What follows belongs to an exercise in optimizing a design on an open flow for small area, a short achievable clock period and few clock cycles; a production flow would make more cautious choices.
In this exercise RTL edits were held to simulation tests only and were not proved equivalent to the original.
Power and IR drop assume default switching activity.

--- flow/design.v ---
module skc_mod_step (
    input  wire [31:0] hv,
    input  wire [2:0]  d_ll,    
    input  wire [2:0]  d_b,     
    input  wire [2:0]  d_h,     
    output reg  [2:0]  r_nl,    
    output reg  [1:0]  r_bi,    
    output reg  [1:0]  r_hi     
);
    function [1:0] add3(input [1:0] a, input [1:0] b);
        reg [2:0] s;
        begin
            s = a + b;
            add3 = (s >= 3'd3) ? s - 3'd3 : s[1:0];
        end
    endfunction
    reg [1:0] t [0:15];
    reg [1:0] r3;
    integer i;
    always @(*) begin
        for (i = 0; i < 16; i = i + 1)
            t[i] = (hv[2*i +: 2] == 2'd3) ? 2'd0 : hv[2*i +: 2];
        for (i = 0; i < 8; i = i + 1) t[i] = add3(t[2*i], t[2*i+1]);
        for (i = 0; i < 4; i = i + 1) t[i] = add3(t[2*i], t[2*i+1]);
        for (i = 0; i < 2; i = i + 1) t[i] = add3(t[2*i], t[2*i+1]);
        r3 = add3(t[0], t[1]);
    end
    reg [2:0] r6;
    always @(*) begin
        case ({hv[0], r3})
            3'b0_00: r6 = 3'd0;
            3'b1_01: r6 = 3'd1;
            3'b0_10: r6 = 3'd2;
            3'b1_00: r6 = 3'd3;
            3'b0_01: r6 = 3'd4;
            3'b1_10: r6 = 3'd5;
            default: r6 = 3'd0;
        endcase
    end
    function [1:0] small_mod(input [2:0] d);
        case (d)
            3'd2:    small_mod = {1'b0, hv[0]};
            3'd3:    small_mod = r3;
            3'd4:    small_mod = hv[1:0];
            default: small_mod = 2'd0;
        endcase
    endfunction
    always @(*) begin
        case (d_ll)
            3'd1:    r_nl = {2'b00, hv[0]};
            3'd2:    r_nl = {1'b0, hv[1:0]};
            3'd3:    r_nl = r6;
            default: r_nl = hv[2:0];
        endcase
        r_bi = small_mod(d_b);
        r_hi = small_mod(d_h);
    end
endmodule
module skc_thr_ge (
    input  wire [15:0] a,
    input  wire [15:0] v,
    input  wire [63:0] thr,
    output wire        ge
);
    wire [10:0] e_field = thr[62:52];
    wire [51:0] f_field = thr[51:0];
    wire [52:0] sig     = (e_field == 11'd0) ? {1'b0, f_field} : {1'b1, f_field};
    wire [68:0] prod    = v * sig;
    wire        e_pos   = (e_field >= 11'd1075);
    wire [10:0] e_up    = e_field - 11'd1075;                        
    wire [10:0] e_dn    = (e_field == 11'd0) ? 11'd1074 : (11'd1075 - e_field);  
    wire [85:0] prod_up = {17'd0, prod} << e_up[4:0];
    wire        ge_pos  = (prod == 69'd0) || ((e_up < 11'd17) && (prod_up <= {70'd0, a}));
    wire [6:0]  k       = (e_dn >= 11'd70) ? 7'd70 : e_dn[6:0];
    wire [68:0] q       = prod >> k;
    wire        sticky  = ((q << k) != prod);
    wire [69:0] q_ceil  = {1'b0, q} + {69'd0, sticky};
    wire        ge_neg  = ({54'd0, a} >= q_ceil);
    assign ge = e_pos ? ge_pos : ge_neg;
endmodule
module skc_top (
    input  wire         clk,
    input  wire         rst,
    input  wire         csr_valid,
    input  wire         csr_write,
    input  wire [7:0]   csr_addr,
    input  wire [31:0]  csr_wdata,
    output wire         csr_ready,
    output reg  [31:0]  csr_rdata,
    input  wire         cmd_valid,
    output wire         cmd_ready,
    input  wire [63:0]  cmd_word,
    input  wire [31:0]  cmd_key,
    output wire         rsp_valid,
    input  wire         rsp_ready,
    output wire [3:0]   rsp_status,
    output wire [63:0]  rsp_est,
    output wire         hreq_valid,
    input  wire         hreq_ready,
    output wire [31:0]  hreq_key,
    output wire [7:0]   hreq_klen,
    output wire [7:0]   hreq_seed,
    input  wire         hrsp_valid,
    output wire         hrsp_ready,
    input  wire [31:0]  hrsp_value
);
    localparam L_MAX  = 4;
    localparam M_MAX  = 4;
    localparam LL_MAX = 4;
    localparam B_MAX  = 4;
    localparam H_MAX  = 4;
    localparam N8_MAX = 4;
    localparam N16_MAX = 2;
    localparam KEY_MAX_LEN = 4;
    localparam [3:0] ST_OK        = 4'h0;
    localparam [3:0] ST_OPCODE    = 4'h1;
    localparam [3:0] ST_RESERVED  = 4'h2;
    localparam [3:0] ST_NOT_CFG   = 4'h3;
    localparam [3:0] ST_ALR_CFG   = 4'h4;
    localparam [3:0] ST_CONFIG    = 4'h5;
    localparam [3:0] ST_KEY_LEN   = 4'h6;
    localparam [2:0] S_IDLE = 3'd0;    
    localparam [2:0] S_CFG  = 3'd1;    
    localparam [2:0] S_HASH = 3'd2;    
    localparam [2:0] S_WAIT = 3'd3;    
    localparam [2:0] S_FIN  = 3'd4;    
    localparam [2:0] S_RESP = 3'd5;    
    reg [31:0] cfg_l, cfg_m, cfg_ll, cfg_b, cfg_h, cfg_n8, cfg_n16, thr_lo, thr_hi;
    reg        configured;
    reg        cfg_lock;
    reg [3:0]  last_status;
    reg [2:0]  fsm;
    reg        is_insert;
    reg [2:0]  klen;
    reg [31:0] key;
    reg [31:0] count;
    reg [2:0]  req_cnt;
    reg [2:0]  rsp_cnt;
    reg [2:0]  nl_r [0:3];
    reg [1:0]  bi_r [0:3];
    reg [1:0]  hi_r;
    reg        hc_pend;
    reg [32:0] hc;             
    reg [3:0]  rsp_status_r;
    reg        est_en;
    reg [3:0]  m_l;
    reg [7:0]  m8;
    reg [15:0] m16;
    reg [15:0] vmin;
    reg [1:0]  kmin;
    reg        mfound;
    reg [1:0]  midx;
    reg [15:0] mval;
    reg        ffound;
    reg [1:0]  fidx;
    reg [3:0]  nib   [0:L_MAX*2*LL_MAX-1];           
    reg [7:0]  c8    [0:M_MAX*B_MAX*N8_MAX-1];        
    reg [15:0] c16   [0:M_MAX*B_MAX*N16_MAX-1];       
    reg [2:0]  kls   [0:M_MAX*B_MAX-1];               
    reg [31:0] keyb  [0:M_MAX*B_MAX-1];
    reg [15:0] val   [0:M_MAX*B_MAX-1];
    reg [31:0] heavy [0:H_MAX-1];
    wire [2:0] n_l   = cfg_l[2:0];
    wire [2:0] n_m   = cfg_m[2:0];
    wire [2:0] n_s   = (n_l > n_m) ? n_l : n_m;
    wire [63:0] thr  = {thr_hi, thr_lo};
    assign csr_ready = ~rst;
    wire   busy = (fsm != S_IDLE);
    always @(*) begin
        csr_rdata = 32'd0;
        if (csr_addr[1:0] == 2'b00) begin
            case (csr_addr[7:2])
                6'h00: csr_rdata = 32'h534B4331;
                6'h01: csr_rdata = {20'd0, last_status, 5'd0, cfg_lock, busy, configured};
                6'h02: csr_rdata = cfg_l;
                6'h03: csr_rdata = cfg_m;
                6'h04: csr_rdata = cfg_ll;
                6'h05: csr_rdata = cfg_b;
                6'h06: csr_rdata = cfg_h;
                6'h07: csr_rdata = cfg_n8;
                6'h08: csr_rdata = cfg_n16;
                6'h09: csr_rdata = thr_lo;
                6'h0A: csr_rdata = thr_hi;
                default: csr_rdata = 32'd0;
            endcase
        end
    end
    wire csr_wr = csr_valid && csr_write && !cfg_lock && (csr_addr[1:0] == 2'b00);
    assign cmd_ready = !rst && (fsm == S_IDLE);
    wire       accept = cmd_valid && cmd_ready;
    wire [3:0] opc    = cmd_word[3:0];
    wire [7:0] cklen  = cmd_word[15:8];
    wire       opc_ins = (opc == 4'h1);
    wire       opc_qry = (opc == 4'h2);
    wire       opc_cfg = (opc == 4'h3);
    wire       rsv_bad = (cmd_word[7:4] != 4'd0) || (cmd_word[31:16] != 16'd0) ||
                         ((opc_qry || opc_cfg) && (cmd_word[63:32] != 32'd0)) ||
                         (opc_cfg && (cklen != 8'd0));
    reg [3:0] dec_status;
    always @(*) begin
        if (!(opc_ins || opc_qry || opc_cfg))                 dec_status = ST_OPCODE;
        else if (rsv_bad)                                      dec_status = ST_RESERVED;
        else if ((opc_ins || opc_qry) && !configured)          dec_status = ST_NOT_CFG;
        else if (opc_cfg && configured)                        dec_status = ST_ALR_CFG;
        else if ((opc_ins || opc_qry) && ((cklen == 8'd0) || (cklen > KEY_MAX_LEN)))
                                                               dec_status = ST_KEY_LEN;
        else                                                   dec_status = ST_OK;
    end
    reg [31:0] cmd_key_masked;
    integer kb;
    always @(*) begin
        for (kb = 0; kb < 4; kb = kb + 1)
            cmd_key_masked[8*kb +: 8] = (kb < cklen) ? cmd_key[8*kb +: 8] : 8'd0;
    end
    wire thr_ok = (thr_hi[31] == 1'b0) && (thr_hi[30:20] != 11'h7FF) &&
                  ({thr_hi[30:0], thr_lo} != 63'd0);
    wire cfg_valid = (cfg_l   >= 32'd1) && (cfg_l   <= L_MAX)  &&
                     (cfg_m   >= 32'd1) && (cfg_m   <= M_MAX)  &&
                     (cfg_ll  >= 32'd1) && (cfg_ll  <= LL_MAX) &&
                     (cfg_b   >= 32'd1) && (cfg_b   <= B_MAX)  &&
                     (cfg_h   >= 32'd1) && (cfg_h   <= H_MAX)  &&
                     (cfg_n8  >= 32'd1) && (cfg_n8  <= N8_MAX) &&
                     (cfg_n16 >= 32'd1) && (cfg_n16 <= N16_MAX) && thr_ok;
    assign hreq_valid = !rst && (fsm == S_HASH) && (req_cnt < n_s);
    assign hreq_key   = key;
    assign hreq_klen  = {5'd0, klen};
    assign hreq_seed  = {5'd0, req_cnt};
    assign hrsp_ready = !rst && (fsm == S_HASH) && (rsp_cnt < n_s);
    wire   hreq_fire  = hreq_valid && hreq_ready;
    wire   hrsp_fire  = hrsp_valid && hrsp_ready;
    wire   last_rsp   = hrsp_fire && (rsp_cnt + 3'd1 == n_s);
    wire [2:0] nl_new;
    wire [1:0] bi_new, hi_new;
    skc_mod_step u_mod (.hv(hrsp_value), .d_ll(cfg_ll[2:0]), .d_b(cfg_b[2:0]), .d_h(cfg_h[2:0]),
                        .r_nl(nl_new), .r_bi(bi_new), .r_hi(hi_new));
    reg [1:0]  s8b  [0:3];        
    reg        s16b [0:3];        
    reg        arr  [0:3];
    reg [2:0]  nl_rd [0:3];
    reg [1:0]  bi_rd [0:3];
    reg [3:0]  lv   [0:3];
    reg [7:0]  v8   [0:3];
    reg [15:0] v16  [0:3];
    reg        bocc [0:3];
    reg [15:0] bval [0:3];
    reg        beq  [0:3];
    integer j, b;
    always @(*) begin
        for (b = 0; b < 4; b = b + 1) begin
            s8b[b]  = b[1:0] % cfg_n8[2:0];
            s16b[b] = (cfg_n16[1:0] == 2'd2) ? b[0] : 1'b0;
        end
        for (j = 0; j < 4; j = j + 1) begin
            arr[j]   = (fsm == S_HASH) && hrsp_fire && (rsp_cnt[1:0] == j[1:0]);
            nl_rd[j] = arr[j] ? nl_new : nl_r[j];
            bi_rd[j] = arr[j] ? bi_new : bi_r[j];
            lv[j]    = nib[j*8 + nl_rd[j]];
            v8[j]    = c8[j*16 + bi_rd[j]*4 + s8b[bi_rd[j]]];
            v16[j]   = c16[j*8 + bi_rd[j]*2 + s16b[bi_rd[j]]];
            bocc[j]  = (kls[j*4 + bi_rd[j]] != 3'd0);
            bval[j]  = val[j*4 + bi_rd[j]];
            beq[j]   = (kls[j*4 + bi_rd[j]] == klen) && (keyb[j*4 + bi_rd[j]] == key);
        end
    end
    wire [1:0]  aj    = rsp_cnt[1:0];
    wire        a_lt  = (rsp_cnt < n_l);
    wire        a_mid = (rsp_cnt < n_m);
    wire [3:0]  a_lv  = lv[aj];
    wire [7:0]  a_v8  = v8[aj];
    wire [15:0] a_v16 = v16[aj];
    wire        a_occ = bocc[aj];
    wire [15:0] a_val = bval[aj];
    wire        a_eq  = beq[aj];
    wire        slot_ok = mfound || ffound;
    wire [1:0]  slot_f  = mfound ? midx : fidx;
    wire [15:0] v_ins   = mfound ? mval : (ffound ? 16'd0 : m16);
    wire [15:0] v_qry   = mfound ? mval : m16;
    wire [17:0] s_ins   = {14'd0, m_l} + {10'd0, m8} + {2'd0, v_ins};
    wire [32:0] a_sum   = {1'b0, count} + {29'd0, m_l};            
    wire [33:0] x_sum   = {2'd0, count} + {26'd0, m_l} + {26'd0, m8};
    wire [33:0] y_sum   = {2'd0, count} + {16'd0, s_ins};
    wire        a_sat   = (a_sum >= 33'd15);
    wire        x_sat   = (x_sum >= 34'd269);
    wire        y_sat   = (y_sum >= 34'd65803);
    wire [17:0] s_h     = is_insert ? s_ins : 18'd65802;
    wire [33:0] h_sum   = {1'b0, hc} + {16'd0, s_h};                 
    localparam [33:0] H_CAP = 34'hFFFFFFFF + 34'd65802;
    wire        h_sat   = (h_sum > H_CAP);
    wire [32:0] est_h   = h_sat ? H_CAP[32:0] : h_sum[32:0];
    wire [33:0] h_new_w = h_sum - 34'd65802;
    wire [31:0] heavy_new = h_sat ? 32'hFFFFFFFF : h_new_w[31:0];
    reg [32:0] est;
    always @(*) begin
        if (is_insert) begin
            if (!a_sat)      est = a_sum;
            else if (!x_sat) est = x_sum[32:0];
            else if (!y_sat) est = y_sum[32:0];
            else             est = est_h;
        end else begin
            if (m_l != 4'hF)          est = {29'd0, m_l};
            else if (m8 != 8'hFF)     est = {25'd0, m8} + 33'd14;
            else if (v_qry != 16'hFFFF) est = {17'd0, v_qry} + 33'd268;
            else                      est = est_h;
        end
    end
    wire [7:0]  c8_cand  = x_sum[7:0] - 8'd14;                      
    wire [15:0] c16_cand = y_sum[15:0] - 16'd268;                   
    wire [15:0] m16r     = y_sat ? 16'hFFFF : c16_cand;
    wire evict_ge;
    skc_thr_ge u_thr (.a(m16r), .v(vmin), .thr(thr), .ge(evict_ge));
    wire fin     = (fsm == S_FIN);
    wire fin_ins = fin && is_insert;
    wire do_kv   = fin_ins && a_sat && x_sat && slot_ok;
    wire do_16   = fin_ins && a_sat && x_sat && !slot_ok;
    wire do_ev   = do_16 && evict_ge;
    wire do_hv   = fin_ins && a_sat && x_sat && y_sat;
    assign rsp_valid  = !rst && ((fsm == S_FIN) || (fsm == S_RESP));
    assign rsp_status = rsp_status_r;
    assign rsp_est    = {31'd0, est_en ? est : 33'd0};
    wire   rsp_fire   = rsp_valid && rsp_ready;
    always @(posedge clk) begin
        if (rst) begin
            cfg_l   <= 32'd0;
            cfg_m   <= 32'd0;
            cfg_ll  <= 32'd0;
            cfg_b   <= 32'd0;
            cfg_h   <= 32'd0;
            cfg_n8  <= 32'd0;
            cfg_n16 <= 32'd0;
            thr_lo  <= 32'd0;
            thr_hi  <= 32'h40000000;
            configured  <= 1'b0;
            cfg_lock    <= 1'b0;
            last_status <= 4'd0;
            fsm         <= S_IDLE;
        end else begin
            if (csr_wr) begin
                case (csr_addr[7:2])
                    6'h02: cfg_l   <= csr_wdata;
                    6'h03: cfg_m   <= csr_wdata;
                    6'h04: cfg_ll  <= csr_wdata;
                    6'h05: cfg_b   <= csr_wdata;
                    6'h06: cfg_h   <= csr_wdata;
                    6'h07: cfg_n8  <= csr_wdata;
                    6'h08: cfg_n16 <= csr_wdata;
                    6'h09: thr_lo  <= csr_wdata;
                    6'h0A: thr_hi  <= csr_wdata;
                    default: ;
                endcase
            end
            case (fsm)
                S_IDLE: begin
                    if (accept) begin
                        is_insert <= opc_ins;
                        klen      <= cklen[2:0];
                        key       <= cmd_key_masked;
                        count     <= cmd_word[63:32];
                        req_cnt   <= 3'd0;
                        rsp_cnt   <= 3'd0;
                        est_en    <= 1'b0;
                        m_l       <= 4'hF;
                        m8        <= 8'hFF;
                        m16       <= 16'hFFFF;
                        mfound    <= 1'b0;
                        ffound    <= 1'b0;
                        if (opc_cfg)
                            cfg_lock <= 1'b1;
                        if (dec_status != ST_OK) begin
                            rsp_status_r <= dec_status;
                            fsm <= S_RESP;
                        end else if (opc_cfg) begin
                            fsm <= S_CFG;
                        end else begin
                            rsp_status_r <= ST_OK;
                            fsm <= S_HASH;
                        end
                    end
                end
                S_CFG: begin
                    if (cfg_valid) begin
                        configured   <= 1'b1;
                        rsp_status_r <= ST_OK;
                    end else begin
                        rsp_status_r <= ST_CONFIG;
                    end
                    fsm <= S_RESP;
                end
                S_HASH: begin
                    if (hreq_fire)
                        req_cnt <= req_cnt + 3'd1;
                    if (hrsp_fire) begin
                        rsp_cnt <= rsp_cnt + 3'd1;
                        nl_r[aj] <= nl_new;
                        bi_r[aj] <= bi_new;
                        if (rsp_cnt == 3'd0)
                            hi_r <= hi_new;
                        if (a_lt && a_lv < m_l)
                            m_l <= a_lv;
                        if (a_mid) begin
                            if (a_v8 < m8)   m8  <= a_v8;
                            if (a_v16 < m16) m16 <= a_v16;
                            if (rsp_cnt == 3'd0 || a_val < vmin) begin
                                vmin <= a_val;
                                kmin <= aj;
                            end
                            if (!mfound && a_occ && a_eq) begin
                                mfound <= 1'b1;
                                midx   <= aj;
                                mval   <= a_val;
                            end
                            if (!ffound && !a_occ) begin
                                ffound <= 1'b1;
                                fidx   <= aj;
                            end
                        end
                        if (last_rsp) begin
                            est_en <= 1'b1;
                            fsm <= (rsp_cnt == 3'd0) ? S_WAIT : S_FIN;
                        end
                    end
                end
                S_WAIT: fsm <= S_FIN;
                S_FIN: begin
                    if (rsp_ready) begin
                        last_status <= rsp_status_r;
                        cfg_lock    <= configured;
                        fsm <= S_IDLE;
                    end else begin
                        fsm <= S_RESP;
                    end
                end
                S_RESP: begin
                    if (rsp_ready) begin
                        last_status <= rsp_status_r;
                        cfg_lock    <= configured;
                        fsm <= S_IDLE;
                    end
                end
                default: fsm <= S_IDLE;
            endcase
        end
    end
    always @(posedge clk) begin
        hc_pend <= (fsm == S_HASH) && hrsp_fire && (rsp_cnt == 3'd0);
        if (hc_pend)
            hc <= {1'b0, heavy[hi_r]} + {1'b0, count};
    end
    wire clr = !rst && (fsm == S_CFG) && cfg_valid;
    integer i, n;
    always @(posedge clk) begin
        for (j = 0; j < 4; j = j + 1) begin
            for (n = 0; n < 8; n = n + 1) begin
                if (clr)
                    nib[j*8 + n] <= 4'd0;
                else if (fin_ins && (j < n_l) && (nl_r[j] == n) && (a_sat || (lv[j] < a_sum[3:0])))
                    nib[j*8 + n] <= a_sat ? 4'hF : a_sum[3:0];
            end
            for (n = 0; n < 16; n = n + 1) begin
                if (clr)
                    c8[j*16 + n] <= 8'd0;
                else if (fin_ins && a_sat && (j < n_m) && (bi_r[j] == n[3:2]) && (s8b[n[3:2]] == n[1:0]) &&
                         (x_sat || (v8[j] < c8_cand)))
                    c8[j*16 + n] <= x_sat ? 8'hFF : c8_cand;
            end
            for (n = 0; n < 8; n = n + 1) begin
                if (clr)
                    c16[j*8 + n] <= 16'd0;
                else if (do_16 && (j < n_m) && (bi_r[j] == n[2:1]) && (s16b[n[2:1]] == n[0]))
                    c16[j*8 + n] <= c16_new(v16[j]);
            end
            for (n = 0; n < 4; n = n + 1) begin
                if (clr) begin
                    kls [j*4 + n] <= 3'd0;
                    keyb[j*4 + n] <= 32'd0;
                    val [j*4 + n] <= 16'd0;
                end else if (do_kv && (slot_f == j) && (bi_r[j] == n)) begin
                    kls [j*4 + n] <= klen;
                    keyb[j*4 + n] <= key;
                    val [j*4 + n] <= y_sat ? 16'hFFFF : c16_cand;
                end else if (do_ev && (kmin == j) && (bi_r[j] == n)) begin
                    kls [j*4 + n] <= klen;
                    keyb[j*4 + n] <= key;
                    val [j*4 + n] <= m16r;
                end
            end
        end
        for (n = 0; n < 4; n = n + 1) begin
            if (clr)
                heavy[n] <= 32'd0;
            else if (do_hv && (hi_r == n))
                heavy[n] <= heavy_new;
        end
    end
    function [15:0] c16_new(input [15:0] p);
        reg [15:0] s4;
        reg [16:0] ad;
        begin
            s4 = y_sat ? 16'hFFFF : ((p < c16_cand) ? c16_cand : p);
            ad = {1'b0, s4} + {1'b0, vmin};
            c16_new = !evict_ge ? s4 : (ad[16] ? 16'hFFFF : ad[15:0]);
        end
    endfunction
endmodule
--- flow/config.mk ---
export PLATFORM = sky130hd
export DESIGN_NAME = skc_top
export DESIGN_NICKNAME = skc_top
export VERILOG_FILES = /design/flow/design.v
export SDC_FILE = /design/flow/constraint.sdc
export NUM_CORES = 4
export LEC_CHECK = 0
export CAP_MARGIN = 20
export CELL_PAD_IN_SITES_DETAIL_PLACEMENT = 2
export CELL_PAD_IN_SITES_GLOBAL_PLACEMENT = 2
export CORE_MARGIN = 2
export CORE_UTILIZATION = 25
export PLACE_DENSITY = 0.38
export SLEW_MARGIN = 20
--- flow/run.sh ---
#!/bin/bash
# synth_recipe.tcl (not shown) runs the flow's synth.tcl, then flattens the netlist and writes it again
# the make line also repeats each setting of config.mk as NAME=value (left out here)
make -C /OpenROAD-flow-scripts/flow DESIGN_CONFIG=/design/flow/config.mk WORK_HOME=/design/flow/orfs CLKGATE_MAP_FILE= SYNTH_SCRIPT=/design/flow/synth_recipe.tcl finish
--- flow/constraint.sdc ---
create_clock -name core_clock -period 34.0 [get_ports {clk}]
set_input_delay 6.8000 -clock core_clock [delete_from_list [all_inputs] [get_ports {clk}]]
set_output_delay 6.8000 -clock core_clock [all_outputs]
set_load 0.01 [all_outputs]
==> run summary, run 1 <==
RD Place Congestion 0.948; nets between 20k and 25k; Post-Synth Adder-Cell Area about an eighth; startpoint types flip-flop; TNS Setup 0 ps; Critical path buffers and inverters 7; largest cells by area after synthesis dfxtp_1 (27%), fa_1 (8.9%), mux2i_1 (7.9%); DR pass1 iterations 7; Post-synth ARST share 0%; drt via density 5.35; Pleak 75.4 nW; Rows 300; CORE AREA 667000 sq um; worst skew pair latency 1030 ps; DRC viols 0; Main synth FF type dfxtp_1; initial antenna violation count 65; Slew @ Worst Pin 3200 ps; via count ~150k; top-area cell type share of the netlist area 27.1%; cell area after synthesis 167000 sq um; pwr dens 49.5 nW/um^2; Syn. warnings 21; Die Y between 800 and 900 microns; CP delay by family, top compound AO/OA/AOI/OAI gates; max cap viols 0; Crit Path Max Fanout 35; CTS Buffer Depth 4; Total Routing Usage GR 27.0%; most common cell after layout, fill and taps aside nor2_1; Min-Delay Path Class flip-flop to flip-flop; crit path DAT 22840 ps; postcts setup bufs 0; DRT Wirelength 939000 microns; largest net degree at the start of global routing between 150 and 200; area grow syn2layout 15.1%; Die Wd 822 microns; number of buffers created by CTS 334; Yosys top cell by area dfxtp_1; Max Clock Freq 45.4 MHz; H-tree Lvls 5; Boundary Pins 329; final core occ 28.9%; Post-synth EDFFs 201; via count of the first global-routing pass ~160k; Compound-Gate Fraction of Synth Area 16.1%; crit share post-route 64.7%; CP Capture Type flip-flop; CTS tree done; Root Buffer clkbuf_16; post-synthesis average cell area 8.46 sq um; Sink Count between 2k and 2.5k; peak supply drop 0.172 mV; Failed Checks max-slew violations; post-synthesis mux area share 12.4%; Gate Count Post-Synth 19.8k; global route overflow 0; Worst EP required between 30000 and 40000 ps; die area 676000 sq um; final setup fails 0; Antenna Nets Post-Route 0; Max Slew Vio Count 20; most frequent cells in the layout nor2_1 (2378), dfxtp_1 (2260), nand2_1 (2141); CTS resizes 0; CTS hold repair buffers 0; simple-gate share of the synthesized area 19.4%; Initial Utilization 25.1%; fillers 75.3k; DP HPWL 695000 microns; unrepaired setup endpoints after global routing no; combinational family with the most area after synthesis simple AND/OR/NAND/NOR gates; minimum clock period 22010 ps; worst stage delay on the critical path 850 ps; Port Buffer Count 286; Final Skew between 80 and 90 ps; flops & latches, synth 2466; Initial DRC Count 9465; clock-pin slew on the worst setup and hold paths 60 ps; xor and xnor fraction of the mapped netlist area under 10%; library cells used by synthesis 127; layout cell share with drive strength beyond 1 9.68%; Crit Path Category flip-flop to flip-flop; Worst path slowest cell a211oi_1; first-pass GRT wire length roughly 1300000 microns; WL per Instance 32.6 microns; sequential cell area fraction in the yosys report 30.7%; Worst slew margin -115%; status failed layout checks; final hold violations 0
## per-stage QoR
stage,area (sq um),hold slack (ps),cells,setup WS [ps],power (mW)
floorplan,167000,433,19800,13800,4.74
finish,193000,461,28800,11990,9.52
detailed placement,181000,455,28100,10990,5.92
global route,192000,480,28800,10920,10.0
CTS,192000,462,28800,11990,9.69
global placement,181000,443,28100,11050,5.88
## cell type report
type / count / area (sq um) / share of cell area, %
Timing Repair Buffer: 977 / 8220 / 4.27
Multi-Input combinational cell: 14900 / 107000 / 55.5
Inverter: 933 / 3500 / 1.82
Sequential cell: 2466 / 51400 / 26.7
Tap cell: 8909 / 11100 / 5.79
Clock inverter: 107 / 1370 / 0.711
Antenna cell: 39 / 97.6 / 0.0507
Clock buffer: 501 / 9890 / 5.13
## worst paths after layout
kind / startpoint / slack [ps] / cells past startpoint / endpoint
min reg2reg: thr_hi[11] / 460 / 2 / thr_hi[11]
max: vmin[12] / 11990 / 60 / keyb[2][13]
max reg2reg: vmin[12] / 11990 / 60 / keyb[2][13]
min: thr_hi[11] / 460 / 2 / thr_hi[11]
## registers in the layout, indices dropped and copies added (netlist names), 33 cells and up
name / count
hc: 33
val: 256
nib: 128
kls: 48
heavy: 128
c16: 384
keyb: 512
c8: 512
## tightest hold or removal path: cells and delay by family, from the launching register on
family             cells  cell delay [ps]
AOI/OAI and AO/OA      1               50
DFF                    1              310
and+or+nand+nor        1               50
## kinds of logic after synthesis
family,after synthesis
buffers and inverters,2496
XOR/XNOR,430
other,1
AND/OR/NAND/NOR,7156
multiplexers,1687
adder cells (fa/ha/maj),1285
AO/OA/AOI/OAI,4257
flip-flops,2466
## per-layer routing
layer  vias up  GRT usage, %  share of wire [%]
met5         -             0             0.0044
li1      69000             -                  -
met1     81500          36.5                 46
met4         6          7.05                3.0
met3       852          2.01                3.1
met2      2788          46.3                 48
## cell usage after synthesis, types with 242 or more instances
master and n:
fa_1 745, nor3_1 490, and2_1 353, nand3_1 656, mux2i_1 1318, o21ai_0 925, nand2_1 2159, a211oi_1 330
clkbuf_1 1187, nor2_1 2411, inv_1 923, dfxtp_1 2265, xnor2_1 242, ha_1 540, a21oi_1 1354, mux4_2 308
## power by group
part	switching (mW)	total [mW]	internal (mW)	leakage (nW)
sequential	0.145	3.35	3.21	20.1
combinational	1.64	2.48	0.849	49.8
clock	1.56	3.69	2.13	5.51
total	3.34	9.52	6.19	75.4
Testbench counts, summed over its fixed seeds: cycles 56,000.
==> run 2: changes to the inputs <==
--- a/flow/design.v
+++ b/flow/design.v
@@ -59,2 +59,5 @@
 module skc_thr_ge (
+    input  wire        clk,
+    input  wire        start,
+    input  wire        step,
     input  wire [15:0] a,
@@ -65,16 +68,19 @@
     wire [10:0] e_field = thr[62:52];
-    wire [51:0] f_field = thr[51:0];
-    wire [52:0] sig     = (e_field == 11'd0) ? {1'b0, f_field} : {1'b1, f_field};
-    wire [68:0] prod    = v * sig;
-    wire        e_pos   = (e_field >= 11'd1075);
-    wire [10:0] e_up    = e_field - 11'd1075;                        
-    wire [10:0] e_dn    = (e_field == 11'd0) ? 11'd1074 : (11'd1075 - e_field);  
-    wire [85:0] prod_up = {17'd0, prod} << e_up[4:0];
-    wire        ge_pos  = (prod == 69'd0) || ((e_up < 11'd17) && (prod_up <= {70'd0, a}));
-    wire [6:0]  k       = (e_dn >= 11'd70) ? 7'd70 : e_dn[6:0];
-    wire [68:0] q       = prod >> k;
-    wire        sticky  = ((q << k) != prod);
-    wire [69:0] q_ceil  = {1'b0, q} + {69'd0, sticky};
-    wire        ge_neg  = ({54'd0, a} >= q_ceil);
-    assign ge = e_pos ? ge_pos : ge_neg;
+    wire [52:0] sig     = {1'b1, thr[51:0]};
+    reg  [63:0] acc;
+    wire [5:0]  chunk   = start ? v[15:10] : (step ? {1'b0, v[9:5]} : {1'b0, v[4:0]});
+    wire [68:0] base    = start ? 69'd0 : {acc, 5'd0};
+    wire [68:0] prod    = base + chunk * sig;
+    always @(posedge clk)
+        acc <= prod[63:0];
+    wire        big     = (e_field > 11'd1038);                     
+    wire        tiny    = (e_field < 11'd1007);                     
+    wire [4:0]  sh      = 5'd30 - e_field[4:0] + 5'd16;             
+    wire [46:0] a_sh    = {31'd0, a} << sh;
+    wire [31:0] p_hi    = prod[68:37];
+    wire        sticky  = (prod[36:0] != 37'd0);
+    wire        ge_mid  = (a_sh > {15'd0, p_hi}) || ((a_sh == {15'd0, p_hi}) && !sticky);
+    assign ge = big  ? (v == 16'd0) :
+                tiny ? ((v == 16'd0) || (a != 16'd0)) :
+                ge_mid;
 endmodule
@@ -235,13 +241,11 @@
                         .r_nl(nl_new), .r_bi(bi_new), .r_hi(hi_new));
-    reg [1:0]  s8b  [0:3];        
+    wire [1:0] aj = rsp_cnt[1:0];
+    reg  [1:0] s8b  [0:3];        
     reg        s16b [0:3];        
-    reg        arr  [0:3];
-    reg [2:0]  nl_rd [0:3];
-    reg [1:0]  bi_rd [0:3];
-    reg [3:0]  lv   [0:3];
-    reg [7:0]  v8   [0:3];
-    reg [15:0] v16  [0:3];
-    reg        bocc [0:3];
-    reg [15:0] bval [0:3];
-    reg        beq  [0:3];
+    reg  [3:0]  l_nib [0:7];      
+    reg  [7:0]  l_c8  [0:3];      
+    reg  [15:0] l_c16 [0:3];
+    reg  [2:0]  l_kls [0:3];
+    reg  [31:0] l_key [0:3];
+    reg  [15:0] l_val [0:3];
     integer j, b;
@@ -252,23 +256,23 @@
         end
-        for (j = 0; j < 4; j = j + 1) begin
-            arr[j]   = (fsm == S_HASH) && hrsp_fire && (rsp_cnt[1:0] == j[1:0]);
-            nl_rd[j] = arr[j] ? nl_new : nl_r[j];
-            bi_rd[j] = arr[j] ? bi_new : bi_r[j];
-            lv[j]    = nib[j*8 + nl_rd[j]];
-            v8[j]    = c8[j*16 + bi_rd[j]*4 + s8b[bi_rd[j]]];
-            v16[j]   = c16[j*8 + bi_rd[j]*2 + s16b[bi_rd[j]]];
-            bocc[j]  = (kls[j*4 + bi_rd[j]] != 3'd0);
-            bval[j]  = val[j*4 + bi_rd[j]];
-            beq[j]   = (kls[j*4 + bi_rd[j]] == klen) && (keyb[j*4 + bi_rd[j]] == key);
+        for (b = 0; b < 8; b = b + 1)
+            l_nib[b] = nib[aj*8 + b];
+        for (b = 0; b < 4; b = b + 1) begin
+            l_c8[b]  = c8[aj*16 + b*4 + s8b[b]];
+            l_c16[b] = c16[aj*8 + b*2 + s16b[b]];
+            l_kls[b] = kls[aj*4 + b];
+            l_key[b] = keyb[aj*4 + b];
+            l_val[b] = val[aj*4 + b];
         end
     end
-    wire [1:0]  aj    = rsp_cnt[1:0];
     wire        a_lt  = (rsp_cnt < n_l);
     wire        a_mid = (rsp_cnt < n_m);
-    wire [3:0]  a_lv  = lv[aj];
-    wire [7:0]  a_v8  = v8[aj];
-    wire [15:0] a_v16 = v16[aj];
-    wire        a_occ = bocc[aj];
-    wire [15:0] a_val = bval[aj];
-    wire        a_eq  = beq[aj];
+    wire [3:0]  a_lv  = l_nib[nl_new];
+    wire [7:0]  a_v8  = l_c8[bi_new];
+    wire [15:0] a_v16 = l_c16[bi_new];
+    wire        a_occ = (l_kls[bi_new] != 3'd0);
+    wire [15:0] a_val = l_val[bi_new];
+    wire        a_eq  = (l_kls[bi_new] == klen) && (l_key[bi_new] == key);
+    reg [3:0]  cap_lv  [0:3];
+    reg [7:0]  cap_v8  [0:3];
+    reg [15:0] cap_v16 [0:3];
     wire        slot_ok = mfound || ffound;
@@ -278,10 +282,10 @@
     wire [17:0] s_ins   = {14'd0, m_l} + {10'd0, m8} + {2'd0, v_ins};
-    wire [32:0] a_sum   = {1'b0, count} + {29'd0, m_l};            
-    wire [33:0] x_sum   = {2'd0, count} + {26'd0, m_l} + {26'd0, m8};
-    wire [33:0] y_sum   = {2'd0, count} + {16'd0, s_ins};
-    wire        a_sat   = (a_sum >= 33'd15);
-    wire        x_sat   = (x_sum >= 34'd269);
-    wire        y_sat   = (y_sum >= 34'd65803);
+    wire [4:0]  lo_a    = {1'b0, count[3:0]} + {1'b0, m_l};
+    wire [9:0]  lo_x    = {1'b0, count[8:0]} + {6'd0, m_l} + {2'd0, m8};
+    wire [18:0] lo_y    = {1'b0, count[17:0]} + {1'b0, s_ins};
+    wire        a_sat   = (count[31:4] != 28'd0) || (lo_a >= 5'd15);
+    wire        x_sat   = (count[31:9] != 23'd0) || (lo_x >= 10'd269);
+    wire        y_sat   = (count[31:18] != 14'd0) || (lo_y >= 19'd65803);
     wire [17:0] s_h     = is_insert ? s_ins : 18'd65802;
-    wire [33:0] h_sum   = {1'b0, hc} + {16'd0, s_h};                 
+    wire [33:0] h_sum   = {1'b0, hc} + {16'd0, s_h};
     localparam [33:0] H_CAP = 34'hFFFFFFFF + 34'd65802;
@@ -289,3 +293,3 @@
     wire [32:0] est_h   = h_sat ? H_CAP[32:0] : h_sum[32:0];
-    wire [33:0] h_new_w = h_sum - 34'd65802;
+    wire [33:0] h_new_w = {1'b0, hc} + {16'd0, s_ins} - 34'd65802;
     wire [31:0] heavy_new = h_sat ? 32'hFFFFFFFF : h_new_w[31:0];
@@ -294,18 +298,16 @@
         if (is_insert) begin
-            if (!a_sat)      est = a_sum;
-            else if (!x_sat) est = x_sum[32:0];
-            else if (!y_sat) est = y_sum[32:0];
+            if (!a_sat)      est = {28'd0, lo_a};
+            else if (!x_sat) est = {23'd0, lo_x};
+            else if (!y_sat) est = {14'd0, lo_y};
             else             est = est_h;
         end else begin
-            if (m_l != 4'hF)          est = {29'd0, m_l};
-            else if (m8 != 8'hFF)     est = {25'd0, m8} + 33'd14;
+            if (m_l != 4'hF)            est = {29'd0, m_l};
+            else if (m8 != 8'hFF)       est = {25'd0, m8} + 33'd14;
             else if (v_qry != 16'hFFFF) est = {17'd0, v_qry} + 33'd268;
-            else                      est = est_h;
+            else                        est = est_h;
         end
     end
-    wire [7:0]  c8_cand  = x_sum[7:0] - 8'd14;                      
-    wire [15:0] c16_cand = y_sum[15:0] - 16'd268;                   
-    wire [15:0] m16r     = y_sat ? 16'hFFFF : c16_cand;
-    wire evict_ge;
-    skc_thr_ge u_thr (.a(m16r), .v(vmin), .thr(thr), .ge(evict_ge));
+    wire [7:0]  c8_cand  = lo_x[7:0] - 8'd14;                       
+    wire [15:0] y_m268   = lo_y[15:0] - 16'd268;
+    wire [15:0] m16r     = y_sat ? 16'hFFFF : y_m268;               
     wire fin     = (fsm == S_FIN);
@@ -314,4 +316,19 @@
     wire do_16   = fin_ins && a_sat && x_sat && !slot_ok;
-    wire do_ev   = do_16 && evict_ge;
     wire do_hv   = fin_ins && a_sat && x_sat && y_sat;
+    reg        ev1, ev2;
+    reg [15:0] m16r_r;
+    reg [2:0]  ev_klen;
+    reg [31:0] ev_key;
+    always @(posedge clk) begin
+        ev1 <= !rst && do_16;
+        ev2 <= !rst && ev1;
+        if (do_16) begin
+            m16r_r  <= m16r;
+            ev_klen <= klen;
+            ev_key  <= key;
+        end
+    end
+    wire evict_ge;
+    skc_thr_ge u_thr (.clk(clk), .start(fin), .step(ev1), .a(m16r_r), .v(vmin), .thr(thr), .ge(evict_ge));
+    wire do_ev = ev2 && evict_ge;
     assign rsp_valid  = !rst && ((fsm == S_FIN) || (fsm == S_RESP));
@@ -392,4 +409,7 @@
                         rsp_cnt <= rsp_cnt + 3'd1;
-                        nl_r[aj] <= nl_new;
-                        bi_r[aj] <= bi_new;
+                        nl_r[aj]    <= nl_new;
+                        bi_r[aj]    <= bi_new;
+                        cap_lv[aj]  <= a_lv;
+                        cap_v8[aj]  <= a_v8;
+                        cap_v16[aj] <= a_v16;
                         if (rsp_cnt == 3'd0)
@@ -448,56 +468,41 @@
     wire clr = !rst && (fsm == S_CFG) && cfg_valid;
-    integer i, n;
+    wire [3:0]  wd_nib = (a_sat ? 4'hF : lo_a[3:0]) & {4{~clr}};
+    wire [7:0]  wd_c8  = (x_sat ? 8'hFF : c8_cand) & {8{~clr}};
+    wire [2:0]  wd_kls = (ev2 ? ev_klen : klen) & {3{~clr}};
+    wire [31:0] wd_key = (ev2 ? ev_key : key) & {32{~clr}};
+    wire [15:0] wd_val = (ev2 ? m16r_r : m16r) & {16{~clr}};
+    wire [31:0] wd_hv  = heavy_new & {32{~clr}};
+    reg  [15:0] wd_c16 [0:3];
+    reg  [15:0] st4;
+    reg  [16:0] ad;
+    always @(*)
+        for (j = 0; j < 4; j = j + 1) begin
+            st4 = (cap_v16[j] < m16r_r) ? m16r_r : cap_v16[j];
+            ad  = {1'b0, st4} + {1'b0, vmin};
+            wd_c16[j] = (!evict_ge ? st4 : (ad[16] ? 16'hFFFF : ad[15:0])) & {16{~clr}};
+        end
+    integer n;
     always @(posedge clk) begin
         for (j = 0; j < 4; j = j + 1) begin
-            for (n = 0; n < 8; n = n + 1) begin
-                if (clr)
-                    nib[j*8 + n] <= 4'd0;
-                else if (fin_ins && (j < n_l) && (nl_r[j] == n) && (a_sat || (lv[j] < a_sum[3:0])))
-                    nib[j*8 + n] <= a_sat ? 4'hF : a_sum[3:0];
-            end
-            for (n = 0; n < 16; n = n + 1) begin
-                if (clr)
-                    c8[j*16 + n] <= 8'd0;
-                else if (fin_ins && a_sat && (j < n_m) && (bi_r[j] == n[3:2]) && (s8b[n[3:2]] == n[1:0]) &&
-                         (x_sat || (v8[j] < c8_cand)))
-                    c8[j*16 + n] <= x_sat ? 8'hFF : c8_cand;
-            end
-            for (n = 0; n < 8; n = n + 1) begin
-                if (clr)
-                    c16[j*8 + n] <= 16'd0;
-                else if (do_16 && (j < n_m) && (bi_r[j] == n[2:1]) && (s16b[n[2:1]] == n[0]))
-                    c16[j*8 + n] <= c16_new(v16[j]);
-            end
-            for (n = 0; n < 4; n = n + 1) begin
-                if (clr) begin
-                    kls [j*4 + n] <= 3'd0;
-                    keyb[j*4 + n] <= 32'd0;
-                    val [j*4 + n] <= 16'd0;
-                end else if (do_kv && (slot_f == j) && (bi_r[j] == n)) begin
-                    kls [j*4 + n] <= klen;
-                    keyb[j*4 + n] <= key;
-                    val [j*4 + n] <= y_sat ? 16'hFFFF : c16_cand;
-                end else if (do_ev && (kmin == j) && (bi_r[j] == n)) begin
-                    kls [j*4 + n] <= klen;
-                    keyb[j*4 + n] <= key;
-                    val [j*4 + n] <= m16r;
+            for (n = 0; n < 8; n = n + 1)
+                if (clr || (fin_ins && (j < n_l) && (nl_r[j] == n) && (a_sat || (cap_lv[j] < lo_a[3:0]))))
+                    nib[j*8 + n] <= wd_nib;
+            for (n = 0; n < 16; n = n + 1)
+                if (clr || (fin_ins && a_sat && (j < n_m) && (bi_r[j] == n[3:2]) && (s8b[n[3:2]] == n[1:0]) &&
+                            (x_sat || (cap_v8[j] < c8_cand))))
+                    c8[j*16 + n] <= wd_c8;
+            for (n = 0; n < 8; n = n + 1)
+                if (clr || (ev2 && (j < n_m) && (bi_r[j] == n[2:1]) && (s16b[n[2:1]] == n[0])))
+                    c16[j*8 + n] <= wd_c16[j];
+            for (n = 0; n < 4; n = n + 1)
+                if (clr || ((bi_r[j] == n) && ((do_kv && (slot_f == j)) || (do_ev && (kmin == j))))) begin
+                    kls [j*4 + n] <= wd_kls;
+                    keyb[j*4 + n] <= wd_key;
+                    val [j*4 + n] <= wd_val;
                 end
-            end
-        end
-        for (n = 0; n < 4; n = n + 1) begin
-            if (clr)
-                heavy[n] <= 32'd0;
-            else if (do_hv && (hi_r == n))
-                heavy[n] <= heavy_new;
         end
+        for (n = 0; n < 4; n = n + 1)
+            if (clr || (do_hv && (hi_r == n)))
+                heavy[n] <= wd_hv;
     end
-    function [15:0] c16_new(input [15:0] p);
-        reg [15:0] s4;
-        reg [16:0] ad;
-        begin
-            s4 = y_sat ? 16'hFFFF : ((p < c16_cand) ? c16_cand : p);
-            ad = {1'b0, s4} + {1'b0, vmin};
-            c16_new = !evict_ge ? s4 : (ad[16] ? 16'hFFFF : ad[15:0]);
-        end
-    endfunction
 endmodule
==> run 2 against run 1 <==
Net effect: the run now finishes clean; register-to-register slack improved by 4700 ps; area after synthesis decreased by 20%; clock-buffer cell count decreased by 70; flip-flop and latch count increased by 145.
==> run summary, run 2 <==
status complete, no violations (was failed layout checks); Syn. warnings 20 (was 21); Worst EP required 34650 ps (was 34840 ps); post-synthesis average cell area 11.6 sq um (was 8.46 sq um); Post-synth ARST share 0% (unchanged); TNS Setup 0 ps (unchanged); final hold violations 0 (unchanged); worst hold start last_status[0] (was thr_hi[11]); Max Clock Freq 55.1 MHz (was 45.4 MHz); Post-Layout Cell Count 19.4k (was 28.8k); CTS tree done (unchanged); Max Slew Vio Count 0 (was 20); CP most frequent cell ha_1; area grow syn2layout 18.0% (was 15.1%); Main synth FF type edfxtp_1 (was dfxtp_1); crit share post-route 53.4% (was 64.7%); Final Skew 133 ps (was 88.0 ps); most common cell after layout, fill and taps aside edfxtp_1 (was nor2_1); final setup fails 0 (unchanged); Worst path slowest cell o21ai_0 (was a211oi_1); layout cell share with drive strength beyond 1 10.3% (was 9.68%); Initial DRC Count 6559 (was 9465); clock-pin slew on the worst setup and hold paths 60 ps (about the same); Sink Count 2611 (was 2466); RD Place Congestion 0.818 (was 0.948); Boundary Pins 329 (unchanged); number of buffers created by CTS 336 (was 334); library cells used by synthesis 96 (was 127); Initial Utilization 25.1% (about the same); Die Wd 737 microns (was 822 microns); top-area cell type share of the netlist area 50.2% (was 27.1%); CP Capture Type flip-flop (unchanged); via count of the first global-routing pass 109k (was 164k); Slew @ Worst Pin 1210 ps (was 3200 ps); Gate Count Post-Synth 11.6k (was 19.8k); Worst slew margin 19.5% (was -115%); crit path DAT 18820 ps (was 22840 ps); Min-Delay Path Class flip-flop to flip-flop (unchanged); worst r2r src fsm[0] (was vmin[12]); worst skew pair latency 1010 ps (was 1030 ps); GR Util met1 32.1% (was 36.5%); CTS hold repair buffers 0 (unchanged); via count 100k (was 154k); grt met3 use 1.84% (was 2.01%); global routing met2 resource utilization 39.8% (was 46.3%); global route overflow 0 (unchanged); CTS resizes 0 (unchanged); DRT Wirelength 643000 microns (was 939000 microns); nets 12.9k (was 21.0k); DRC viols 0 (unchanged); largest cells by area after synthesis edfxtp_1 (50%), ha_1 (5.4%), dfxtp_1 (5.4%) (was dfxtp_1 (27%), fa_1 (8.9%), mux2i_1 (7.9%)); Crit Path Max Fanout 32 (was 35); cell area after synthesis 134000 sq um (was 167000 sq um); H-tree Lvls 5 (unchanged); worst stage delay on the critical path 810 ps (was 850 ps); busiest grt layer met2 (unchanged); top-count cell post-synth edfxtp_1 (was nor2_1); DR pass1 iterations 6 (was 7); Antenna Nets Post-Route 0 (unchanged); Pleak 54.7 nW (was 75.4 nW); total power 9.29 mW (was 9.52 mW); Crit Path Category primary input to flip-flop (was flip-flop to flip-flop); largest net degree at the start of global routing 166 (was 191); DP HPWL 464000 microns (was 695000 microns); top flop regs keyb x512, c8 x428, c16 x384 (was c8 x512, keyb x512, c16 x384); Rows 269 (was 300); CTS Buffer Depth 4 (unchanged); Crit. Startpoint hrsp_value[18] (was vmin[12]); Post-synth EDFFs 2248 (was 201); drt via density 5.19 (was 5.35); Root Buffer clkbuf_16 (unchanged); max cap viols 0 (unchanged); flops & latches, synth 2611 (was 2466); minimum clock period 18160 ps (was 22010 ps); sequential cell area fraction in the yosys report 55.6% (was 30.7%); startpoint types primary input (was flip-flop); first-pass GRT wire length 901000 microns (was 1330000 microns); postcts setup bufs 0 (unchanged); Port Buffer Count 286 (unchanged); most flop-heavy register keyb; peak supply drop 0.103 mV (was 0.172 mV); most frequent cells in the layout edfxtp_1 (2248), nand2_1 (1190), a21oi_1 (826) (was nor2_1 (2378), dfxtp_1 (2260), nand2_1 (2141)); WL per Instance 33.2 microns (was 32.6 microns); die area 544000 sq um (was 676000 sq um); initial antenna violation count 44 (was 65); placed cells 18.7k (was 28.1k); Largest register FFs 512; Total Routing Usage GR 23.2% (was 27.0%); CORE AREA 536000 sq um (was 667000 sq um); Die Y 737 microns (was 822 microns); pwr dens 58.5 nW/um^2 (was 49.5 nW/um^2); top post-synthesis cells by count edfxtp_1 (2248), nand2_1 (1192), a21oi_1 (845) (was nor2_1 (2411), dfxtp_1 (2265), nand2_1 (2159)); unrepaired setup endpoints after global routing no (unchanged); Yosys top cell by area edfxtp_1 (was dfxtp_1)
-- run 2: cell types whose count changed after synthesis, moves of 505 or more --
cell	before	now
clkbuf_1	1187	498
nor2_1	2411	567
mux2i_1	1318	184
a21oi_1	1354	845
fa_1	745	240
dfxtp_1	2265	363
nand2_1	2159	1192
edfxtp_1	201	2248
-- run 2: kinds of logic (layout without fill, tap and decap cells) --
logic type | count (synthesis) | in the layout | share of synthesized area (%)
XOR/XNOR | 310 | 310 | 2.02
adder cells (fa/ha/maj) | 821 | 821 | 8.98
other | 1 | 56 | 0.00279
AND/OR/NAND/NOR | 3119 | 3119 | 11.1
buffers and inverters | 1264 | 1828 | 3.71
flip-flops | 2611 | 2611 | 55.6
multiplexers | 328 | 328 | 3.04
AO/OA/AOI/OAI | 3111 | 3111 | 15.6
-- run 2: cell type report --
class                   instances  area, sq um
clock inverters               184         1870
well taps                    7181         8980
inverters                     548         2070
fillers                     56900       377000
repair buffers                665         5920
flip-flops and latches       2611        74800
multi-input cells            7732        56100
diodes                         13         32.5
clock buffers                 431         8920
-- run 2: path summary, 6_finish.rpt --
check	to	slack (ps)	depth (start not counted)
worst max-delay path	mval[0]	15840	35
worst min-delay path	last_status[0]	460	2
worst max register to register	val[5][1]	16660	47
worst min register to register	last_status[0]	460	2
-- run 2: layer usage --
metal | share of wire, % | vias to the layer above
li1 | - | 44200
met1 | 47 | 54000
met2 | 48 | 1627
met3 | 2.9 | 547
met4 | 1.9 | 2
met5 | 0.0020 | -
-- run 2: report_power, final --
part | switching [mW] | internal, mW
combinational | 1.42 | 0.593
clock | 1.54 | 2.05
sequential | 0.0358 | 3.65
-- run 2: worst max-delay path: cells and delay by family --
| family | cells | cell delay (ps) |
|---|---|---|
| adders and majority gates | 12 | 3660 |
| and+or+nand+nor | 10 | 3350 |
| buffers and inverters | 5 | 2070 |
| AOI/OAI and AO/OA | 6 | 1900 |
| muxes | 2 | 890 |
-- run 2: per-stage QoR --
step / hold WS (ps) / cell area, sq um / setup slack (ps) / utilization, %
after floorplan: 434 / 135000 / 16950 / -
after global placement: 454 / 147000 / 14460 / 27.5
after detailed placement: 461 / 148000 / 14500 / 27.5
after CTS: 468 / 158000 / 15560 / 29.6
after global routing: 498 / 159000 / 15310 / 29.6
final: 465 / 159000 / 15840 / 29.6
Testbench counts of run 2, summed over its fixed seeds: cycles 56,000.
==> run 3: changes to the inputs <==
--- a/flow/design.v
+++ b/flow/design.v
@@ -10,9 +10,23 @@
     function [1:0] add3(input [1:0] a, input [1:0] b);
-        reg [2:0] s;
-        begin
-            s = a + b;
-            add3 = (s >= 3'd3) ? s - 3'd3 : s[1:0];
-        end
+        case ({a, b})
+            4'b00_00: add3 = 2'd0;
+            4'b00_01: add3 = 2'd1;
+            4'b00_10: add3 = 2'd2;
+            4'b01_00: add3 = 2'd1;
+            4'b01_01: add3 = 2'd2;
+            4'b01_10: add3 = 2'd0;
+            4'b10_00: add3 = 2'd2;
+            4'b10_01: add3 = 2'd0;
+            4'b10_10: add3 = 2'd1;
+            default:  add3 = 2'd0;
+        endcase
+    endfunction
+    function [1:0] mod3_4(input [3:0] x);
+        case (x)
+            4'd0, 4'd3, 4'd6, 4'd9, 4'd12, 4'd15: mod3_4 = 2'd0;
+            4'd1, 4'd4, 4'd7, 4'd10, 4'd13:       mod3_4 = 2'd1;
+            default:                              mod3_4 = 2'd2;
+        endcase
     endfunction
-    reg [1:0] t [0:15];
+    reg [1:0] t [0:7];
     reg [1:0] r3;
@@ -20,5 +34,3 @@
     always @(*) begin
-        for (i = 0; i < 16; i = i + 1)
-            t[i] = (hv[2*i +: 2] == 2'd3) ? 2'd0 : hv[2*i +: 2];
-        for (i = 0; i < 8; i = i + 1) t[i] = add3(t[2*i], t[2*i+1]);
+        for (i = 0; i < 8; i = i + 1) t[i] = mod3_4(hv[4*i +: 4]);
         for (i = 0; i < 4; i = i + 1) t[i] = add3(t[2*i], t[2*i+1]);
@@ -69,8 +81,13 @@
     wire [52:0] sig     = {1'b1, thr[51:0]};
-    reg  [63:0] acc;
-    wire [5:0]  chunk   = start ? v[15:10] : (step ? {1'b0, v[9:5]} : {1'b0, v[4:0]});
-    wire [68:0] base    = start ? 69'd0 : {acc, 5'd0};
-    wire [68:0] prod    = base + chunk * sig;
-    always @(posedge clk)
-        acc <= prod[63:0];
+    reg  [60:0] acc;               
+    reg  [31:0] p_hi;              
+    reg         sticky;            
+    wire [7:0]  chunk   = start ? v[15:8] : v[7:0];
+    wire [60:0] pp      = chunk * sig;
+    wire [68:0] prod    = {acc, 8'd0} + {8'd0, pp};
+    always @(posedge clk) begin
+        acc    <= pp;
+        p_hi   <= prod[68:37];
+        sticky <= (prod[36:0] != 37'd0);
+    end
     wire        big     = (e_field > 11'd1038);                     
@@ -79,4 +96,2 @@
     wire [46:0] a_sh    = {31'd0, a} << sh;
-    wire [31:0] p_hi    = prod[68:37];
-    wire        sticky  = (prod[36:0] != 37'd0);
     wire        ge_mid  = (a_sh > {15'd0, p_hi}) || ((a_sh == {15'd0, p_hi}) && !sticky);
@@ -162,4 +177,4 @@
     reg [3:0]  nib   [0:L_MAX*2*LL_MAX-1];           
-    reg [7:0]  c8    [0:M_MAX*B_MAX*N8_MAX-1];        
-    reg [15:0] c16   [0:M_MAX*B_MAX*N16_MAX-1];       
+    reg [7:0]  c8    [0:M_MAX*8-1];                   
+    reg [15:0] c16   [0:M_MAX*6-1];                   
     reg [2:0]  kls   [0:M_MAX*B_MAX-1];               
@@ -168,2 +183,20 @@
     reg [31:0] heavy [0:H_MAX-1];
+    function [1:0] c8_b(input integer e);
+        case (e)
+            0: c8_b = 2'd0;  1, 2: c8_b = 2'd1;  3, 4: c8_b = 2'd2;  default: c8_b = 2'd3;
+        endcase
+    endfunction
+    function [1:0] c8_s(input integer e);
+        case (e)
+            2, 6: c8_s = 2'd1;  4: c8_s = 2'd2;  7: c8_s = 2'd3;  default: c8_s = 2'd0;
+        endcase
+    endfunction
+    function [1:0] c16_b(input integer e);
+        case (e)
+            0: c16_b = 2'd0;  1, 2: c16_b = 2'd1;  3: c16_b = 2'd2;  default: c16_b = 2'd3;
+        endcase
+    endfunction
+    function c16_s(input integer e);
+        c16_s = (e == 2) || (e == 5);
+    endfunction
     wire [2:0] n_l   = cfg_l[2:0];
@@ -222,9 +255,9 @@
                   ({thr_hi[30:0], thr_lo} != 63'd0);
-    wire cfg_valid = (cfg_l   >= 32'd1) && (cfg_l   <= L_MAX)  &&
-                     (cfg_m   >= 32'd1) && (cfg_m   <= M_MAX)  &&
-                     (cfg_ll  >= 32'd1) && (cfg_ll  <= LL_MAX) &&
-                     (cfg_b   >= 32'd1) && (cfg_b   <= B_MAX)  &&
-                     (cfg_h   >= 32'd1) && (cfg_h   <= H_MAX)  &&
-                     (cfg_n8  >= 32'd1) && (cfg_n8  <= N8_MAX) &&
-                     (cfg_n16 >= 32'd1) && (cfg_n16 <= N16_MAX) && thr_ok;
+    function in_range(input [31:0] r, input [2:0] mx);
+        in_range = (r[31:3] == 29'd0) && (r[2:0] != 3'd0) && (r[2:0] <= mx);
+    endfunction
+    wire cfg_valid = in_range(cfg_l, L_MAX) && in_range(cfg_m, M_MAX) &&
+                     in_range(cfg_ll, LL_MAX) && in_range(cfg_b, B_MAX) &&
+                     in_range(cfg_h, H_MAX) && in_range(cfg_n8, N8_MAX) &&
+                     in_range(cfg_n16, N16_MAX) && thr_ok;
     assign hreq_valid = !rst && (fsm == S_HASH) && (req_cnt < n_s);
@@ -250,8 +283,10 @@
     reg  [15:0] l_val [0:3];
-    integer j, b;
+    integer j, b, e;
     always @(*) begin
-        for (b = 0; b < 4; b = b + 1) begin
-            s8b[b]  = b[1:0] % cfg_n8[2:0];
+        s8b[0] = 2'd0;
+        s8b[1] = (cfg_n8[2:0] == 3'd1) ? 2'd0 : 2'd1;
+        s8b[2] = (cfg_n8[2:0] <= 3'd2) ? 2'd0 : 2'd2;
+        s8b[3] = (cfg_n8[2:0] == 3'd2) ? 2'd1 : (cfg_n8[2:0] == 3'd4) ? 2'd3 : 2'd0;
+        for (b = 0; b < 4; b = b + 1)
             s16b[b] = (cfg_n16[1:0] == 2'd2) ? b[0] : 1'b0;
-        end
         for (b = 0; b < 8; b = b + 1)
@@ -259,4 +294,10 @@
         for (b = 0; b < 4; b = b + 1) begin
-            l_c8[b]  = c8[aj*16 + b*4 + s8b[b]];
-            l_c16[b] = c16[aj*8 + b*2 + s16b[b]];
+            l_c8[b]  = 8'd0;
+            for (e = 0; e < 8; e = e + 1)
+                if (c8_b(e) == b[1:0] && c8_s(e) == s8b[b])
+                    l_c8[b] = c8[aj*8 + e];
+            l_c16[b] = 16'd0;
+            for (e = 0; e < 6; e = e + 1)
+                if (c16_b(e) == b[1:0] && c16_s(e) == s16b[b])
+                    l_c16[b] = c16[aj*6 + e];
             l_kls[b] = kls[aj*4 + b];
@@ -273,3 +314,22 @@
     wire [15:0] a_val = l_val[bi_new];
-    wire        a_eq  = (l_kls[bi_new] == klen) && (l_key[bi_new] == key);
+    reg  [3:0]  l_eq;
+    always @(*)
+        for (b = 0; b < 4; b = b + 1)
+            l_eq[b] = (l_kls[b] == klen) && (l_key[b] == key);
+    wire        a_eq  = l_eq[bi_new];
+    reg  [7:0]  l_ltl;
+    reg  [3:0]  l_lt8, l_lt16, l_ltv;
+    always @(*) begin
+        for (b = 0; b < 8; b = b + 1)
+            l_ltl[b] = (l_nib[b] < m_l);
+        for (b = 0; b < 4; b = b + 1) begin
+            l_lt8[b]  = (l_c8[b] < m8);
+            l_lt16[b] = (l_c16[b] < m16);
+            l_ltv[b]  = (l_val[b] < vmin);
+        end
+    end
+    wire        a_ltl  = l_ltl[nl_new];
+    wire        a_lt8  = l_lt8[bi_new];
+    wire        a_lt16 = l_lt16[bi_new];
+    wire        a_ltv  = l_ltv[bi_new];
     reg [3:0]  cap_lv  [0:3];
@@ -312,3 +372,3 @@
     wire [15:0] m16r     = y_sat ? 16'hFFFF : y_m268;               
-    wire fin     = (fsm == S_FIN);
+    wire fin     = fin_q;              
     wire fin_ins = fin && is_insert;
@@ -317,2 +377,3 @@
     wire do_hv   = fin_ins && a_sat && x_sat && y_sat;
+    reg        fin_q;
     reg        ev1, ev2;
@@ -322,2 +383,3 @@
     always @(posedge clk) begin
+        fin_q <= !rst && (((fsm == S_HASH) && last_rsp && (rsp_cnt != 3'd0)) || (fsm == S_WAIT));
         ev1 <= !rst && do_16;
@@ -416,8 +478,8 @@
                             hi_r <= hi_new;
-                        if (a_lt && a_lv < m_l)
+                        if (a_lt && a_ltl)
                             m_l <= a_lv;
                         if (a_mid) begin
-                            if (a_v8 < m8)   m8  <= a_v8;
-                            if (a_v16 < m16) m16 <= a_v16;
-                            if (rsp_cnt == 3'd0 || a_val < vmin) begin
+                            if (a_lt8)  m8  <= a_v8;
+                            if (a_lt16) m16 <= a_v16;
+                            if (rsp_cnt == 3'd0 || a_ltv) begin
                                 vmin <= a_val;
@@ -489,9 +551,9 @@
                     nib[j*8 + n] <= wd_nib;
-            for (n = 0; n < 16; n = n + 1)
-                if (clr || (fin_ins && a_sat && (j < n_m) && (bi_r[j] == n[3:2]) && (s8b[n[3:2]] == n[1:0]) &&
-                            (x_sat || (cap_v8[j] < c8_cand))))
-                    c8[j*16 + n] <= wd_c8;
             for (n = 0; n < 8; n = n + 1)
-                if (clr || (ev2 && (j < n_m) && (bi_r[j] == n[2:1]) && (s16b[n[2:1]] == n[0])))
-                    c16[j*8 + n] <= wd_c16[j];
+                if (clr || (fin_ins && a_sat && (j < n_m) && (bi_r[j] == c8_b(n)) && (s8b[c8_b(n)] == c8_s(n)) &&
+                            (x_sat || (cap_v8[j] < c8_cand))))
+                    c8[j*8 + n] <= wd_c8;
+            for (n = 0; n < 6; n = n + 1)
+                if (clr || (ev2 && (j < n_m) && (bi_r[j] == c16_b(n)) && (s16b[c16_b(n)] == c16_s(n))))
+                    c16[j*6 + n] <= wd_c16[j];
             for (n = 0; n < 4; n = n + 1)
==> run 3 against run 2 <==
Net effect: die area is 2.7% higher; via count up 8.1%; global-route usage rose by 1.8 points; hold slack worse by 33 ps; utilization decreased by 0.16 points; register-to-register slack gained 5100 ps; first-iteration DRC count grew 22%; clock power fell by 3%; highest routed layer unchanged; critical endpoint is now csr_rdata[17]; flip-flop and latch count shrank 141; total power is 18% lower; largest power group is now the clock network; sequential power down about 10%.
==> run summary, run 3 <==
pwr dens 46.8 nW/um^2 (was 58.5 nW/um^2); post-synthesis average cell area 11.1 sq um (was 11.6 sq um); drt via density 5.34 (was 5.19); final hold violations 0 (unchanged); top post-synthesis cells by count edfxtp_1 (2076), nand2_1 (1205), a21oi_1 (1148) (was edfxtp_1 (2248), nand2_1 (1192), a21oi_1 (845)); crit path DAT 10560 ps (was 18820 ps); CP Capture Type primary output (was flip-flop); initial antenna violation count 62 (was 44); Root Buffer clkbuf_16 (unchanged); die area 559000 sq um (was 544000 sq um); TNS Setup 0 ps (unchanged); CORE AREA 552000 sq um (was 536000 sq um); top-area cell type share of the netlist area 45.1% (was 50.2%); number of buffers created by CTS 322 (was 336); largest cells by area after synthesis edfxtp_1 (45%), ha_1 (6.4%), dfxtp_1 (5.7%) (was edfxtp_1 (50%), ha_1 (5.4%), dfxtp_1 (5.4%)); H-tree Lvls 5 (unchanged); Worst EP required 27200 ps (was 34650 ps); Post-Layout Cell Count 20.3k (was 19.4k); Yosys top cell by area edfxtp_1 (unchanged); global route overflow 0 (unchanged); Syn. warnings 20 (unchanged); via count 109k (was 100k); clock-pin slew on the worst setup and hold paths 60 ps (about the same); Post-synth ARST share 0% (unchanged); Comb power frac 10.6% (was 21.7%); top-count cell post-synth edfxtp_1 (unchanged); Pleak 58.0 nW (was 54.7 nW); worst stage delay on the critical path 910 ps (was 810 ps); Post-synth EDFFs 2076 (was 2248); Antenna Nets Post-Route 0 (unchanged); final setup fails 0 (unchanged); Max Slew Vio Count 0 (unchanged); Die Y 747 microns (was 737 microns); Crit Path Max Fanout 48 (was 32); CTS resizes 0 (unchanged); Final Skew 110 ps (was 133 ps); status complete, no violations (unchanged); minimum clock period 17360 ps (was 18160 ps); crit-path cells buf_4 > buf_4 > nand2b_1 > nor2_2 > nand2_1 > o21ai_0 > a2111oi_0 > nor2_1 > clkdlybuf4s50_1; Slew @ Worst Pin 1190 ps (was 1210 ps); Main synth FF type edfxtp_1 (unchanged); WL per Instance 35.3 microns (was 33.2 microns); CTS Buffer Depth 4 (unchanged); Setup WS post-layout 16640 ps (was 15840 ps); via count of the first global-routing pass 118k (was 109k); Largest register FFs 512 (unchanged); P_int 5.55 mW (was 6.29 mW); top flop regs keyb x512, c16 x384 (was keyb x512, c8 x428, c16 x384); Min Hold Slack 432 ps (was 465 ps); Gate Count Post-Synth 12.5k (was 11.6k); sequential cell area fraction in the yosys report 50.8% (was 55.6%); RD Place Congestion 0.855 (was 0.818); CTS hold repair buffers 0 (unchanged); Boundary Pins 329 (unchanged); Sw Pwr 2.06 mW (was 3.00 mW); DRT Wirelength 718000 microns (was 643000 microns); layout cell share with drive strength beyond 1 10.0% (was 10.3%); crit share post-route 51.1% (was 53.4%); flops & latches, synth 2470 (was 2611); Max Clock Freq 57.6 MHz (was 55.1 MHz); CP most frequent cell buf_4 (was ha_1); DRC viols 0 (unchanged); postcts setup bufs 0 (unchanged); first-pass GRT wire length 992000 microns (was 901000 microns); most common cell after layout, fill and taps aside edfxtp_1 (unchanged); unrepaired setup endpoints after global routing no (unchanged); Port Buffer Count 286 (unchanged); Worst slew margin 20.2% (was 19.5%); clock share of power 46.0% (was 38.7%); most flop-heavy register keyb (unchanged); most frequent cells in the layout edfxtp_1 (2076), nand2_1 (1200), a21oi_1 (1135) (was edfxtp_1 (2248), nand2_1 (1190), a21oi_1 (826)); CTS tree done (unchanged); Initial Utilization 25.0% (was 25.1%); cell area after synthesis 138000 sq um (was 134000 sq um); Total Routing Usage GR 25.0% (was 23.2%); DP HPWL 511000 microns (was 464000 microns); DR pass1 iterations 9 (was 6); worst skew pair latency 1000 ps (was 1010 ps); Crit Path Category primary input to primary output (was primary input to flip-flop); Sink Count 2470 (was 2611); library cells used by synthesis 101 (was 96); Net Sw Frac 27.0% (was 32.3%); sequential power share 43.3% (was 39.6%); area grow syn2layout 17.5% (was 18.0%); Rows 273 (was 269); Die Wd 747 microns (was 737 microns); max cap viols 0 (unchanged); nets 14.0k (was 12.9k); Min-Delay Path Class flip-flop to flip-flop (unchanged); peak supply drop 0.0413 mV (was 0.103 mV); Initial DRC Count 7983 (was 6559); placed cells 19.7k (was 18.7k); startpoint types primary input (unchanged); largest net degree at the start of global routing 171 (was 166); Worst path slowest cell nor2_2 (was o21ai_0); Setup Slack @ Placement 16710 ps (was 14500 ps)
run 3: changes by cell type in the layout (fill, tap and decap cells not counted), moves of 69 or more:
cell      delta
a21oi_1    +309
a221oi_1   +186
a22o_1      -74
a22oi_1     -72
and2_1     +108
edfxtp_1   -172
fa_1        +86
ha_1       +120
nor2_1     +124
nor4_1      +69
xnor2_1    +118
run 3: power by group through the flow:
stage / registers, mW / logic (mW) / clock network (mW)
after global placement: 3.36 / 0.804 / 0
final: 3.30 / 0.809 / 3.50
after detailed placement: 3.36 / 0.814 / 0
after global routing: 3.30 / 0.872 / 3.70
after floorplan: 3.35 / 0.441 / 0
after CTS: 3.30 / 0.819 / 3.61
run 3: logic make-up after synthesis:
kind of cell	synth area share [%]
and+or+nand+nor	11.7
AOI/OAI and AO/OA	16.1
DFF	50.8
buffers and inverters	3.94
adders and majority gates	11.1
xor gates and xnor gates	3.05
muxes	3.29
other	0.00271
run 3: worst max-delay path, delay by kind of cell:
kind | cells | cell delay [ps]
buf+inv | 3 | 1770
simple gates | 4 | 1640
compound gates | 2 | 240
run 3: metal layers:
metal / vias to the layer above / part of all wire [%] / global-route usage, %
li1: 47100 / - / -
met4: 12 / 2.6 / 5.90
met2: 2475 / 48 / 42.2
met1: 58100 / 46 / 34.2
met5: - / 0.012 / 0
met3: 771 / 3.9 / 2.95
run 3: final timing paths:
| path | from | end | slack (ps) | depth (start not counted) |
|---|---|---|---|---|
| worst max-delay path | csr_addr[3] | csr_rdata[17] | 16640 | 9 |
| worst min-delay path | u_thr.acc[60] | u_thr.p_hi[31] | 430 | 1 |
| worst min register to register | u_thr.acc[60] | u_thr.p_hi[31] | 430 | 1 |
| worst max register to register | vmin[6] | u_thr.p_hi[29] | 21710 | 34 |
run 3: per-stage QoR:
| step | total power, mW | cell area [sq um] | util (%) |
|---|---|---|---|
| after CTS | 7.73 | 162000 | 29.4 |
| final | 7.61 | 162000 | 29.4 |
| after global routing | 7.87 | 162000 | 29.4 |
| after detailed placement | 4.17 | 152000 | 27.5 |
| after floorplan | 3.79 | 138000 | - |
| after global placement | 4.16 | 152000 | 27.5 |
run 3: cell type report:
class	count	area [sq um]
multi-input combinational	8640	63900
antenna	22	55.1
clock inverter	162	1830
tap	7287	9120
timing repair buffer	718	6300
inverter	592	2230
fill	58800	389000
sequential	2470	70200
clock buffer	423	8720
Testbench counts of run 3, summed over its fixed seeds: cycles 56,000.

port drivers added, routing unchanged:
No port has a modelled driver above. Below, the same layouts with a new extraction and two added sets of constraints.
Step 1 sets driving cells, clkbuf_16 on the clock port and buf_2 on the other inputs (assumed; they add their load-dependent delay and slew).
Step 2 times the ports against the registers' clock, not the clock port: input delays grow and output delays shrink by t, the midpoint of the rising clock arrivals with the driver on.
Slacks: ideal ports / drivers / drivers and shift; pairs: ideal ports / drivers.
run	t (ns)	setup slack, ns
run 1	1.125	11.994 / 11.994 / 11.120
run 2	1.066	15.836 / 15.928 / 14.862
run 3	1.069	16.639 / 16.613 / 16.613
